Source: an optimization exercise on an open RTL-to-GDS flow (aim: small area, a short achievable clock period and few clock cycles per item). Production flows keep margins and buffers that such runs may drop.
Function was checked by simulation only, so behaviour that the tests miss may differ from the original.

==> inputs of job 4122 <==
## feistel_round_engine
module feistel_round_engine (
    input  wire        clk,
    input  wire        rst,         
    input  wire        bus_we,
    input  wire        bus_re,
    input  wire [6:0]  bus_addr,
    input  wire [31:0] bus_wdata,
    output reg  [31:0] bus_rdata
);
Settings: LEC_CHECK=0, CAP_MARGIN=20, CELL_PAD_IN_SITES_DETAIL_PLACEMENT=1, CELL_PAD_IN_SITES_GLOBAL_PLACEMENT=2, CORE_MARGIN=2, CORE_UTILIZATION=55, SLEW_MARGIN=20; clock period 10.0 ns.
run.sh (not shown) runs the stock make flow with config.mk's settings and CLKGATE_MAP_FILE= SYNTH_SCRIPT=/design/flow/synth_recipe.tcl, a recipe that flattens the netlist after the stock synthesis.
==> job 7274 (differences from job 4122) <==
--- a/flow/design.v
+++ b/flow/design.v
@@ -24,12 +24,13 @@
     reg [255:0] key_q;     
     reg [127:0] rc_q;      
     reg [7:0]   cnt_q;     
     reg         ph_q;      
     reg         fst_q;     
     reg [127:0] sk_q;      
+    reg [23:0]  p0_q;      
     wire       busy   = (status_q == ST_BUSY);
     wire [1:0] vr     = cmd_q[6:5];
     wire       dec    = cmd_q[0];
     wire       wide   = vr[1];
     wire       v0     = (vr == 2'd0);
     wire       last   = (cnt_q == 8'd0);
@@ -141,34 +142,38 @@
                                kb[20], kb[19], kb[18], kb[17], kb[14], kb[13], kb[12], kb[11]};
     wire [127:0] x1  = fwd ? a1f : key_q[127:0];
     wire [127:0] y   = rc_q;
     wire         cin = !fwd;
     wire [105:0] add1lo = {1'b0, x1[103:0], 1'b1} + {1'b0, y[103:0], cin};
     wire         c104   = add1lo[105];
-    wire [23:0]  p0     = x1[127:104] + y[127:104];
+    wire [104:0] add1w  = {1'b0, kb[25], kb[24], kb[23], kb[22], kb[21], kb[20], kb[19], kb[18],
+                           kb[17], kb[16], kb[15], kb[14], kb[13]} + {1'b0, rc_q[103:0]};
+    wire         c104w  = add1w[104];
+    wire [23:0]  p0     = fwd ? p0_q : x1[127:104] + y[127:104];
     wire [23:0]  p1     = p0 + 24'd1;
     assign sum1 = {c104 ? p1 : p0, add1lo[104:1]};
     wire [127:0] a2f_e = wide ? {k1f2[28], k1f2[27], k1f2[26], k1f2[25], k1f2[24], k1f2[23], k1f2[22],
                                  k1f2[21], k1f2[20], k1f2[19], k1f2[18], k1f2[17], k1f2[16], 24'd0} :
                          v0   ? {96'd0, k1f0[10], k1f0[9], k1f0[8], k1f0[7]} :
                                 {96'd0, k1f1[14], k1f1[13], k1f1[12], k1f1[11]};
     wire [24:0]  t1lo  = {key_q[23:0], 1'b1} + {rc_q[23:0], 1'b1};
     wire [127:0] s2b_x = wide ? {t1lo[24:1], k1b2[12], k1b2[11], k1b2[10], k1b2[9], k1b2[8], k1b2[7], k1b2[6],
                                  k1b2[5], k1b2[4], k1b2[3], k1b2[2], k1b2[1], k1b2[0]} :
                          v0   ? {96'd0, k1b0[3], k1b0[2], k1b0[1], k1b0[0]} :
                                 {96'd0, k1b1[3], k1b1[2], k1b1[1], k1b1[0]};
-    wire [127:0] x2  = fwd ? (a2f_e | {104'd0, wide ? p0 : 24'd0}) : s2b_x;
-    wire [127:0] x2c = a2f_e | {104'd0, p1};
+    wire [23:0]  p1q = p0_q + 24'd1;
+    wire [127:0] x2  = fwd ? (a2f_e | {104'd0, wide ? p0_q : 24'd0}) : s2b_x;
+    wire [127:0] x2c = a2f_e | {104'd0, p1q};
     wire [127:0] kd  = {DELTA128[127:32], wide ? DELTA128[31:0] : DELTA32};
     wire [127:0] cs_s  = x2 ^ y ^ kd;
     wire [127:0] cs_c  = (x2 & y) | (x2 & kd) | (y & kd);
     wire [127:0] cs_sc = x2c ^ y ^ kd;
     wire [127:0] cs_cc = (x2c & y) | (x2c & kd) | (y & kd);
     wire [127:0] e2  = cs_s + {cs_c[126:0], cin};
     wire [127:0] e2c = cs_sc + {cs_cc[126:0], cin};
-    assign sum2 = (wide && fwd && c104) ? e2c : e2;
+    assign sum2 = (wide && fwd && c104w) ? e2c : e2;
     wire [127:0] sb_b = wide ? {k1b2[15], k1b2[14], k1b2[13], k1b2[12], k1b2[11], k1b2[10], k1b2[9], k1b2[8],
                                 k1b2[7], k1b2[6], k1b2[5], k1b2[4], k1b2[3], k1b2[2], k1b2[1], k1b2[0]} :
                         v0   ? {96'd0, k1b0[3], k1b0[2], k1b0[1], k1b0[0]} :
                                {96'd0, k1b1[3], k1b1[2], k1b1[1], k1b1[0]};
     wire [127:0] sk_int = fwd ? sum1 : sb_b;
     wire         k_act = busy && !fin;
@@ -187,57 +192,68 @@
         ({256{s_b2}} & k2b2);
     wire         rc_sw  = dec && !ph_q && last;
     wire [127:0] rc_k   = rc_sw ? {K_D[127:32], wide ? K_D[31:0] : K_D32} :
                                   {K_2D[127:32], wide ? K_2D[31:0] : K_2D32};
     wire [127:0] rc_sum = rc_q + rc_k;
     wire [127:0] rc_step = rc_sw ? ~rc_sum : rc_sum;
+    wire [127:0] rc_2d   = rc_q + K_2D;     
     function [127:0] lanes_of;    
         input         w;
         input [127:0] v;
         begin
             lanes_of = v;
             if (!w) begin
                 lanes_of[39:32]  = v[15:8];
                 lanes_of[71:64]  = v[23:16];
                 lanes_of[103:96] = v[31:24];
             end
         end
     endfunction
+function [3:0] sbw;   
+        input [3:0] n;
+        case (n)
+            4'd0: sbw = 4'd14; 4'd1: sbw = 4'd13; 4'd2: sbw = 4'd12; 4'd3: sbw = 4'd5;
+            4'd4: sbw = 4'd8;  4'd5: sbw = 4'd7;  4'd6: sbw = 4'd10; 4'd7: sbw = 4'd15;
+            4'd8: sbw = 4'd11; 4'd9: sbw = 4'd2;  4'd10: sbw = 4'd4; 4'd11: sbw = 4'd1;
+            4'd12: sbw = 4'd9; 4'd13: sbw = 4'd6; 4'd14: sbw = 4'd0; default: sbw = 4'd3;
+        endcase
+    endfunction
+    function [3:0] sbn;   
+        input [3:0] n;
+        case (n)
+            4'd0: sbn = 4'd8;  4'd1: sbn = 4'd1;  4'd2: sbn = 4'd6;  4'd3: sbn = 4'd10;
+            4'd4: sbn = 4'd11; 4'd5: sbn = 4'd4;  4'd6: sbn = 4'd5;  4'd7: sbn = 4'd15;
+            4'd8: sbn = 4'd2;  4'd9: sbn = 4'd14; 4'd10: sbn = 4'd13; 4'd11: sbn = 4'd7;
+            4'd12: sbn = 4'd12; 4'd13: sbn = 4'd3; 4'd14: sbn = 4'd0; default: sbn = 4'd9;
+        endcase
+    endfunction
     function [127:0] f_round;
         input         w;
         input [127:0] x;
         input [127:0] s;
-        reg   [31:0]  a0, a1, a2, a3, b0, b1, b2, b3;
+        reg   [127:0] a;
+        reg   [3:0]   o;
+        integer p;
         begin
-            a0 = x[31:0];
-            a1 = {x[60:32],  x[63:61]};
-            a2 = {x[84:64],  x[95:85]};
-            a3 = {x[108:96], x[127:109]};
+            a[31:0]   = x[31:0];
+            a[63:32]  = {x[60:32],  x[63:61]};
+            a[95:64]  = {x[84:64],  x[95:85]};
+            a[127:96] = {x[108:96], x[127:109]};
             if (!w) begin
-                a1[7:0] = {x[38:32], x[39]};
-                a2[7:0] = {x[68:64], x[71:69]};
-                a3[7:0] = {x[98:96], x[103:99]};
+                a[39:32]  = {x[38:32], x[39]};
+                a[71:64]  = {x[68:64], x[71:69]};
+                a[103:96] = {x[98:96], x[103:99]};
             end
-            a0 = a0 ^ s[31:0];
-            a1 = a1 ^ s[63:32];
-            a2 = a2 ^ s[95:64];
-            a3 = a3 ^ s[127:96];
-            b0 = ~(a0 ^ a1 ^ a3 ^ (a2 & a3));
-            b1 = a0 ^ a2 ^ (a0 & a1) ^ (a0 & a3) ^ (a1 & a3) ^ (a2 & a3)
-                 ^ (a0 & a1 & a3) ^ (a0 & a2 & a3) ^ (a1 & a2 & a3);
-            b2 = a1 ^ a2 ^ a3 ^ (a0 & a2) ^ (a0 & a1 & a3) ^ (a1 & a2 & a3);
-            b3 = a1 ^ (a0 & a1) ^ (a0 & a2) ^ (a0 & a3) ^ (a2 & a3) ^ (a0 & a2 & a3);
-            f_round[31:0]   = b1 ^ b2 ^ b3;
-            f_round[63:32]  = b0 ^ b2 ^ b3;
-            f_round[95:64]  = b0 ^ b1 ^ b3;
-            f_round[127:96] = b0 ^ b1 ^ b2;
-            if (!w) begin
-                f_round[7:0]   = b1[7:0];
-                f_round[39:32] = b2[7:0];
-                f_round[71:64] = b3[7:0];
-                f_round[103:96] = b0[7:0];
+            a = a ^ s;
+            for (p = 0; p < 32; p = p + 1) begin
+                o = (w || p >= 8) ? sbw({a[96+p], a[64+p], a[32+p], a[p]})
+                                  : sbn({a[96+p], a[64+p], a[32+p], a[p]});
+                f_round[p]    = o[0];
+                f_round[32+p] = o[1];
+                f_round[64+p] = o[2];
+                f_round[96+p] = o[3];
             end
         end
     endfunction
     wire [127:0] la  = lanes_of(wide, dout_q[127:0]);
     wire [127:0] lb  = lanes_of(wide, wide ? dout_q[255:128] : {dout_q[255:64], dout_q[63:32]});
     wire [127:0] sy  = lanes_of(wide, key_q[127:0]);
@@ -274,28 +290,31 @@
             status_q <= ST_IDLE;
             err_q    <= ERR_NONE;
             dout_q   <= 256'd0;
             key_q    <= 256'd0;
             rc_q     <= 128'd0;
             sk_q     <= 128'd0;
+            p0_q     <= 24'd0;
         end else if (busy) begin
             key_q <= key_next;
             rc_q  <= fin ? 128'd0 : rc_step;
             sk_q  <= fin ? 128'd0 : lanes_of(wide, sk_int);
+            p0_q  <= fin ? 24'd0 : sum1[79:56] + rc_2d[127:104];
             if (fin)
                 status_q <= ST_DONE;
             if (wide) begin
                 if (weA) dout_q[127:0]   <= blk_new[127:0];
                 if (weB) dout_q[255:128] <= blk_new[255:128];
             end else begin
                 if (weA) dout_q[31:0]    <= blk_new[31:0];
                 if (weB) dout_q[63:32]   <= blk_new[63:32];
             end
         end else begin
             key_q <= key_next;
             sk_q  <= 128'd0;
+            p0_q  <= w_run ? kin_q[231:208] + DELTA128[127:104] : 24'd0;
             rc_q  <= w_run ? {DELTA128[127:32], w_var[1] ? DELTA128[31:0] : DELTA32} : 128'd0;
             if (wr_cmd) begin
                 cmd_q <= bus_wdata;
                 if (w_bad) begin
                     status_q <= ST_ERROR;
                     err_q    <= ERR_VAR;
Settings changed: CORE_UTILIZATION 55 to 30, SETUP_SLACK_MARGIN set to 3.5.
==> reports/metrics.csv <==
stage,metric,value,unit
outcome,outcome,stopped before the end,
outcome,Stopped at,3_1_place_gp_skip_io,
outcome,Log Error,[ERROR GPL-0301] Utilization 101.413 % exceeds 100%.,
yosys,#FFs+latches synth,1327,
yosys,Syn Area/Cell,8.12,µm²
yosys,Cells after Synth,16200,
yosys,mapped cell area,132000,µm²
yosys,post-synth net total,17200,
yosys,synth top area cells,"dfxtp_1 (12%), edfxtp_1 (12%), xnor2_1 (8.8%)",
yosys,Simple-Gate Fraction of Synth Area,15.6,%
yosys,Post-Synth Adder-Cell Area,9.07,%
yosys,register area share after synthesis,24.1,%
yosys,Post-Synth XOR/XNOR Area,15.3,%
yosys,Yosys top cell area share,12.4,%
yosys,post-synthesis mux area share,5.34,%
The numbers above come from job 4122.

==> reports/metrics.csv <==
stage,metric,value,unit
yosys,Yosys top cell area share,13.0,%
outcome,outcome,no timing/DRC/antenna violations,
yosys,Post-Synth XOR/XNOR Area,8.25,%
yosys,post-synthesis mux area share,8.12,%
yosys,Post-Synth Adder-Cell Area,12.6,%
yosys,register area share after synthesis,25.0,%
timing,Max-slew headroom,4.72,%
yosys,mapped cell area,129000,µm²
yosys,Syn Area/Cell,8.17,µm²
yosys,synth top area cells,"dfxtp_1 (13%), ha_1 (12%), edfxtp_1 (12%)",
cells_and_area,fin util,37.0,%
yosys,#FFs+latches synth,1351,
The numbers above come from job 7274.

Testbench counts of job 4122, summed over its fixed seeds: cycles 13,600, items 96.
Testbench counts of job 7274, summed over its fixed seeds: cycles 13,600, items 96.

## static timing again, ports no longer ideal
How much do the figures lean on ideal ports? The routed layout below was timed once more, with nothing changed but the port constraints.
Step 1 (the two cells are an assumption about what drives the block):
set clk [get_ports {clk}]
set_driving_cell -lib_cell sky130_fd_sc_hd__clkbuf_16 $clk
set_driving_cell -lib_cell sky130_fd_sc_hd__buf_2 [delete_from_list [all_inputs] $clk]
Step 2 adds t to the input delays and takes it off the output delays; t is the mean of the earliest and latest rising clock arrival at the registers after step 1. Input paths then give back, and output paths get back, about the clock's delay inside the block.
Three values: no drivers, after step 1, after step 2; two values: the first two.
run: job 7274
shift t [ns]: 1.079
slack for setup (ns): 3.068 / 3.068 / 2.692
slew at the worst register clock pin (ns): 0.08 / 0.08
worst slew at a driven data input, ns: 0.28
After both steps job 7274 still meets setup and hold. For job 7274, drivers alone change the setup slack by 0.000 ns; drivers and shift together by -0.376 ns.
